This design comes from an exercise in tuning for small area, a short achievable clock period and few clock cycles on the open sky130 flow, not from production work.
Power and IR drop assume default switching activity.

==> flow/design.v <==
module xvcd_clkdiv (
    input  wire        clk,
    input  wire        rst,           
    input  wire        in_valid,
    output reg         in_ready,
    input  wire [31:0] in_hz,         
    input  wire        in_hs,         
    output reg         out_valid,
    input  wire        out_ready,
    output wire [15:0] out_divisor,
    output wire [31:0] out_achieved,  
    output reg         out_base_high,
    output reg         out_clamped,
    output reg         out_err        
);
    localparam [22:0] M_STD = 23'd5_999_999;    
    localparam [1:0] S_WAIT  = 2'd0,    
                     S_SETUP = 2'd3,    
                     S_DIV1  = 2'd1,    
                     S_DIV2  = 2'd2;    
    reg  [1:0]  state;
    reg         held;        
    reg  [22:0] rem;         
    reg  [4:0]  cnt;         
    reg  [22:0] den;         
    reg  [18:0] quo;         
    reg         m_bit;       
    reg         r_small;     
    reg         use_tab;     
    wire waiting = (state == S_WAIT);
    wire setup   = (state == S_SETUP);
    wire accept  = in_valid && in_ready;
    assign out_divisor = den[15:0];
    reg [24:0] tab;
    always @(*) begin
        if (out_base_high)
            tab = den[2] ? 25'd6_000_000 :
                  den[1] ? (den[0] ? 25'd7_500_000  : 25'd10_000_000)
                         : (den[0] ? 25'd15_000_000 : 25'd30_000_000);
        else if (den[3])
            tab = den[2] ? (den[1] ? (den[0] ? 25'd375_000 : 25'd400_000)
                                   : (den[0] ? 25'd428_572 : 25'd461_539))
                         : (den[1] ? (den[0] ? 25'd500_000 : 25'd545_455)
                                   : (den[0] ? 25'd600_000 : 25'd666_667));
        else
            tab = den[2] ? (den[1] ? (den[0] ? 25'd750_000   : 25'd857_143)
                                   : (den[0] ? 25'd1_000_000 : 25'd1_200_000))
                         : (den[1] ? (den[0] ? 25'd1_500_000 : 25'd2_000_000)
                                   : (den[0] ? 25'd3_000_000 : 25'd6_000_000));
    end
    assign out_achieved = {7'd0, use_tab ? tab : {6'd0, quo}};
    wire [18:0] inc_c;
    assign inc_c[0] = 1'b1;
    genvar g;
    generate
        for (g = 0; g < 18; g = g + 1) begin : g_inc
            assign inc_c[g + 1] = &quo[g:0];
        end
    endgenerate
    wire [17:0] quo_inc = quo[17:0] ^ inc_c[17:0];
    function automatic ge_c(input [24:0] x, input [24:0] c);
        integer j;
        reg     r;
        begin
            r = 1'b1;
            for (j = 0; j < 25; j = j + 1)
                r = c[j] ? (x[j] & r) : (x[j] | r);
            ge_c = r;
        end
    endfunction
    wire [24:0] p_hz  = {cnt[1:0], rem};    
    wire        p_big = cnt[2];             
    wire        p_hs  = cnt[3];
    wire ge_92    = p_big | ge_c(p_hz, 25'd92);
    wire ge_2457  = p_big | ge_c(p_hz, 25'd2457);
    wire ge_6m    = p_big | ge_c(p_hz, 25'd6_000_000);
    wire gt_6m    = p_big | ge_c(p_hz, 25'd6_000_001);
    wire gt_30m   = p_big | ge_c(p_hz, 25'd30_000_001);
    wire ge_30m   = p_big | ge_c(p_hz, 25'd30_000_000);
    wire ge_15m   = p_big | ge_c(p_hz, 25'd15_000_000);
    wire ge_10m   = p_big | ge_c(p_hz, 25'd10_000_000);
    wire ge_7m5   = p_big | ge_c(p_hz, 25'd7_500_000);
    wire high     = p_hs & gt_6m;
    wire [2:0] hdiv = ge_30m ? 3'd0 : ge_15m ? 3'd1 : ge_10m ? 3'd2 :
                      ge_7m5 ? 3'd3 : 3'd4;
    wire is_div   = ge_92 & !ge_6m;
    wire [22:0] lz_in = setup ? rem : {3'd0, quo, 1'b1};
    wire [23:0] above;                        
    assign above[23] = 1'b0;
    generate
        for (g = 22; g >= 0; g = g - 1) begin : g_above
            assign above[g] = above[g + 1] | lz_in[g];
        end
    endgenerate
    wire [22:0] lead = lz_in & ~above[23:1];   
    reg [4:0]  k_start;
    reg [22:0] rem_init;
    reg        m_init;
    integer    i;
    always @(*) begin
        k_start  = 5'd0;
        rem_init = 23'd0;
        m_init   = 1'b0;
        for (i = 0; i < 23; i = i + 1) begin
            k_start  = k_start  | ({5{lead[i]}} & (5'd22 - i[4:0]));
            rem_init = rem_init | ({23{lead[i]}} & (M_STD >> (23 - i)));
            m_init   = m_init   | (lead[i] & M_STD[22 - i]);
        end
    end
    wire [4:0]  cnt_dec = cnt - 5'd1;
    wire [23:0] rem_sh  = {rem, m_bit};
    wire [25:0] rem_add = {1'b0, rem_sh, 1'b1} + {2'b11, ~den, state != S_DIV2};
    wire [24:0] rem_sub = rem_add[25:1];
    wire        q_bit   = !rem_sub[24];
    wire [22:0] rem_nxt = q_bit ? rem_sub[22:0] : rem_sh[22:0];
    wire [18:0] q_next  = {quo[17:0], q_bit};
    wire [18:0] q_fin   = q_bit ? {quo_inc, 1'b0} : {quo[17:0], 1'b1};
    wire        last    = (cnt == 5'd0);
    wire        big_q   = (quo[18:3] != 16'd0);    
    wire        start2  = (state == S_DIV1) && last && big_q && !r_small;
    always @(posedge clk) begin
        if (waiting) begin
            if (accept) begin
                rem   <= in_hz[22:0];
                cnt   <= {1'b0, in_hs, in_hz[31:25] != 7'd0, in_hz[24:23]};
            end
        end else if (setup || start2) begin
            rem   <= rem_init;
            cnt   <= k_start;
            m_bit <= m_init;
        end else begin
            rem   <= rem_nxt;
            cnt   <= cnt_dec;
            m_bit <= M_STD[cnt_dec];
        end
    end
    always @(posedge clk) begin
        if (rst) begin
            state     <= S_WAIT;
            held      <= 1'b0;
            in_ready  <= 1'b1;
            out_valid <= 1'b0;
        end else begin
            case (state)
            S_WAIT: begin
                if (out_ready)
                    out_valid <= 1'b0;
                if ((accept || held) && (!out_valid || out_ready)) begin
                    held     <= 1'b0;
                    in_ready <= 1'b0;
                    state    <= S_SETUP;
                end else if (accept) begin
                    held     <= 1'b1;
                    in_ready <= 1'b0;
                end
            end
            S_SETUP: begin
                quo           <= 19'd0;
                den           <= rem;
                r_small       <= !ge_2457;
                use_tab       <= 1'b1;
                out_err       <= !ge_92;
                out_base_high <= high;
                out_clamped   <= p_hs ? gt_30m : gt_6m;
                if (is_div) begin
                    state     <= S_DIV1;
                end else begin
                    if (ge_6m)
                        den <= high ? {20'd0, hdiv} : 23'd0;
                    out_valid <= 1'b1;
                    in_ready  <= 1'b1;
                    state     <= S_WAIT;
                end
            end
            S_DIV1: begin
                if (last) begin
                    den <= q_next[15:0];
                    if (start2) begin
                        quo   <= 19'd0;
                        state <= S_DIV2;
                    end else begin
                        quo       <= den[18:0];
                        use_tab   <= !r_small;
                        out_valid <= 1'b1;
                        in_ready  <= 1'b1;
                        state     <= S_WAIT;
                    end
                end else begin
                    quo <= q_next;
                end
            end
            default: begin   
                quo <= q_next;
                if (last) begin
                    quo       <= q_fin;
                    use_tab   <= 1'b0;
                    out_valid <= 1'b1;
                    in_ready  <= 1'b1;
                    state     <= S_WAIT;
                end
            end
            endcase
        end
    end
endmodule
make LEC_CHECK=0 ABC_CLOCK_PERIOD_IN_PS=3300 CAP_MARGIN=20 CORE_MARGIN=2 CORE_UTILIZATION=40 PLACE_DENSITY=0.6 SETUP_SLACK_MARGIN=4.7 SLEW_MARGIN=20 finish   # period 8.0 ns
run.sh (not shown) runs the stock make flow with config.mk's settings and CLKGATE_MAP_FILE= SYNTH_SCRIPT=/design/flow/synth_recipe.tcl, a recipe that flattens the netlist after the stock synthesis.
Then changed:
--- a/flow/design.v
+++ b/flow/design.v
@@ -13,21 +13,21 @@
     output reg         out_clamped,
     output reg         out_err        
 );
     localparam [22:0] M_STD = 23'd5_999_999;    
-    localparam [1:0] S_WAIT  = 2'd0,    
-                     S_SETUP = 2'd3,    
-                     S_DIV1  = 2'd1,    
-                     S_DIV2  = 2'd2;    
-    reg  [1:0]  state;
+    localparam [2:0] S_WAIT  = 3'd0,    
+                     S_SETUP = 3'd3,    
+                     S_DIV1  = 3'd1,    
+                     S_DIV2  = 3'd2,    
+                     S_TAB   = 3'd4;    
+    reg  [2:0]  state;
     reg         held;        
     reg  [22:0] rem;         
     reg  [4:0]  cnt;         
     reg  [22:0] den;         
-    reg  [18:0] quo;         
+    reg  [24:0] quo;         
     reg         m_bit;       
     reg         r_small;     
-    reg         use_tab;     
     wire waiting = (state == S_WAIT);
     wire setup   = (state == S_SETUP);
     wire accept  = in_valid && in_ready;
     assign out_divisor = den[15:0];
@@ -47,9 +47,9 @@
                                    : (den[0] ? 25'd1_000_000 : 25'd1_200_000))
                          : (den[1] ? (den[0] ? 25'd1_500_000 : 25'd2_000_000)
                                    : (den[0] ? 25'd3_000_000 : 25'd6_000_000));
     end
-    assign out_achieved = {7'd0, use_tab ? tab : {6'd0, quo}};
+    assign out_achieved = {7'd0, quo};
     wire [18:0] inc_c;
     assign inc_c[0] = 1'b1;
     genvar g;
     generate
@@ -83,9 +83,9 @@
     wire high     = p_hs & gt_6m;
     wire [2:0] hdiv = ge_30m ? 3'd0 : ge_15m ? 3'd1 : ge_10m ? 3'd2 :
                       ge_7m5 ? 3'd3 : 3'd4;
     wire is_div   = ge_92 & !ge_6m;
-    wire [22:0] lz_in = setup ? rem : {3'd0, quo, 1'b1};
+    wire [22:0] lz_in = setup ? rem : {3'd0, quo[18:0], 1'b1};
     wire [23:0] above;                        
     assign above[23] = 1'b0;
     generate
         for (g = 22; g >= 0; g = g - 1) begin : g_above
@@ -112,10 +112,10 @@
     wire [25:0] rem_add = {1'b0, rem_sh, 1'b1} + {2'b11, ~den, state != S_DIV2};
     wire [24:0] rem_sub = rem_add[25:1];
     wire        q_bit   = !rem_sub[24];
     wire [22:0] rem_nxt = q_bit ? rem_sub[22:0] : rem_sh[22:0];
-    wire [18:0] q_next  = {quo[17:0], q_bit};
-    wire [18:0] q_fin   = q_bit ? {quo_inc, 1'b0} : {quo[17:0], 1'b1};
+    wire [24:0] q_next  = {6'd0, quo[17:0], q_bit};
+    wire [24:0] q_fin   = q_bit ? {6'd0, quo_inc, 1'b0} : {6'd0, quo[17:0], 1'b1};
     wire        last    = (cnt == 5'd0);
     wire        big_q   = (quo[18:3] != 16'd0);    
     wire        start2  = (state == S_DIV1) && last && big_q && !r_small;
     always @(posedge clk) begin
@@ -154,52 +154,58 @@
                     in_ready <= 1'b0;
                 end
             end
             S_SETUP: begin
-                quo           <= 19'd0;
+                quo           <= 25'd0;
                 den           <= rem;
                 r_small       <= !ge_2457;
-                use_tab       <= 1'b1;
                 out_err       <= !ge_92;
                 out_base_high <= high;
                 out_clamped   <= p_hs ? gt_30m : gt_6m;
                 if (is_div) begin
                     state     <= S_DIV1;
+                end else if (ge_6m) begin
+                    den       <= high ? {20'd0, hdiv} : 23'd0;
+                    state     <= S_TAB;
                 end else begin
-                    if (ge_6m)
-                        den <= high ? {20'd0, hdiv} : 23'd0;
                     out_valid <= 1'b1;
                     in_ready  <= 1'b1;
                     state     <= S_WAIT;
                 end
             end
             S_DIV1: begin
                 if (last) begin
                     den <= q_next[15:0];
+                    quo <= 25'd0;
                     if (start2) begin
-                        quo   <= 19'd0;
                         state <= S_DIV2;
+                    end else if (!r_small) begin
+                        state <= S_TAB;
                     end else begin
-                        quo       <= den[18:0];
-                        use_tab   <= !r_small;
+                        quo       <= {2'd0, den};
                         out_valid <= 1'b1;
                         in_ready  <= 1'b1;
                         state     <= S_WAIT;
                     end
                 end else begin
                     quo <= q_next;
                 end
             end
-            default: begin   
+            S_DIV2: begin
                 quo <= q_next;
                 if (last) begin
                     quo       <= q_fin;
-                    use_tab   <= 1'b0;
                     out_valid <= 1'b1;
                     in_ready  <= 1'b1;
                     state     <= S_WAIT;
                 end
             end
+            default: begin   
+                quo       <= tab;
+                out_valid <= 1'b1;
+                in_ready  <= 1'b1;
+                state     <= S_WAIT;
+            end
             endcase
         end
     end
 endmodule
Design area drops by 5.4%. Cell count goes down by 5.1%. Fmax climbs by 17%. Wire length shrinks by 2.9%. Critical path depth is lower by 6. Sequential share of layout area climbs by 3.0 points. Utilization goes down by 1.2 points. Synthesized area is lower by 2.1%. Worst setup slack gets better by 0.54 ns. Hold slack gets worse by 0.048 ns. Power rises by 6.6%. Via count came out lower by 2.9%. Clock power came out higher by about 4%. Non-clock buffer count fell by 29.
No functional check of the RTL was part of any run of this note.

==> what the ideal ports hide <==
In the flow no input, the clock included, has a driving cell. The finished layouts below were timed again as built, in two steps.
Step 1, drivers: a clkbuf_16 drives clk and a buf_2 each remaining input, both assumed.
Step 2 adds t to the input delays and takes it off the output delays; t is the mean of the earliest and latest rising clock arrival at the registers after step 1. Input paths then give back, and output paths get back, about the clock's delay inside the block.
Slacks: no drivers / after step 1 / after step 2; pairs: no drivers / after step 1.
run | t (ns) | setup WS [ns] | hold slack, ns | worst setup path at the end
the first run | 0.401 | 4.198 / 4.152 / 4.553 | 0.548 / 0.548 / 0.548 | register to output
the second run | 0.404 | 4.737 / 4.691 / 4.742 | 0.501 / 0.501 / 0.501 | input to register
After both steps every run listed still meets setup and hold.
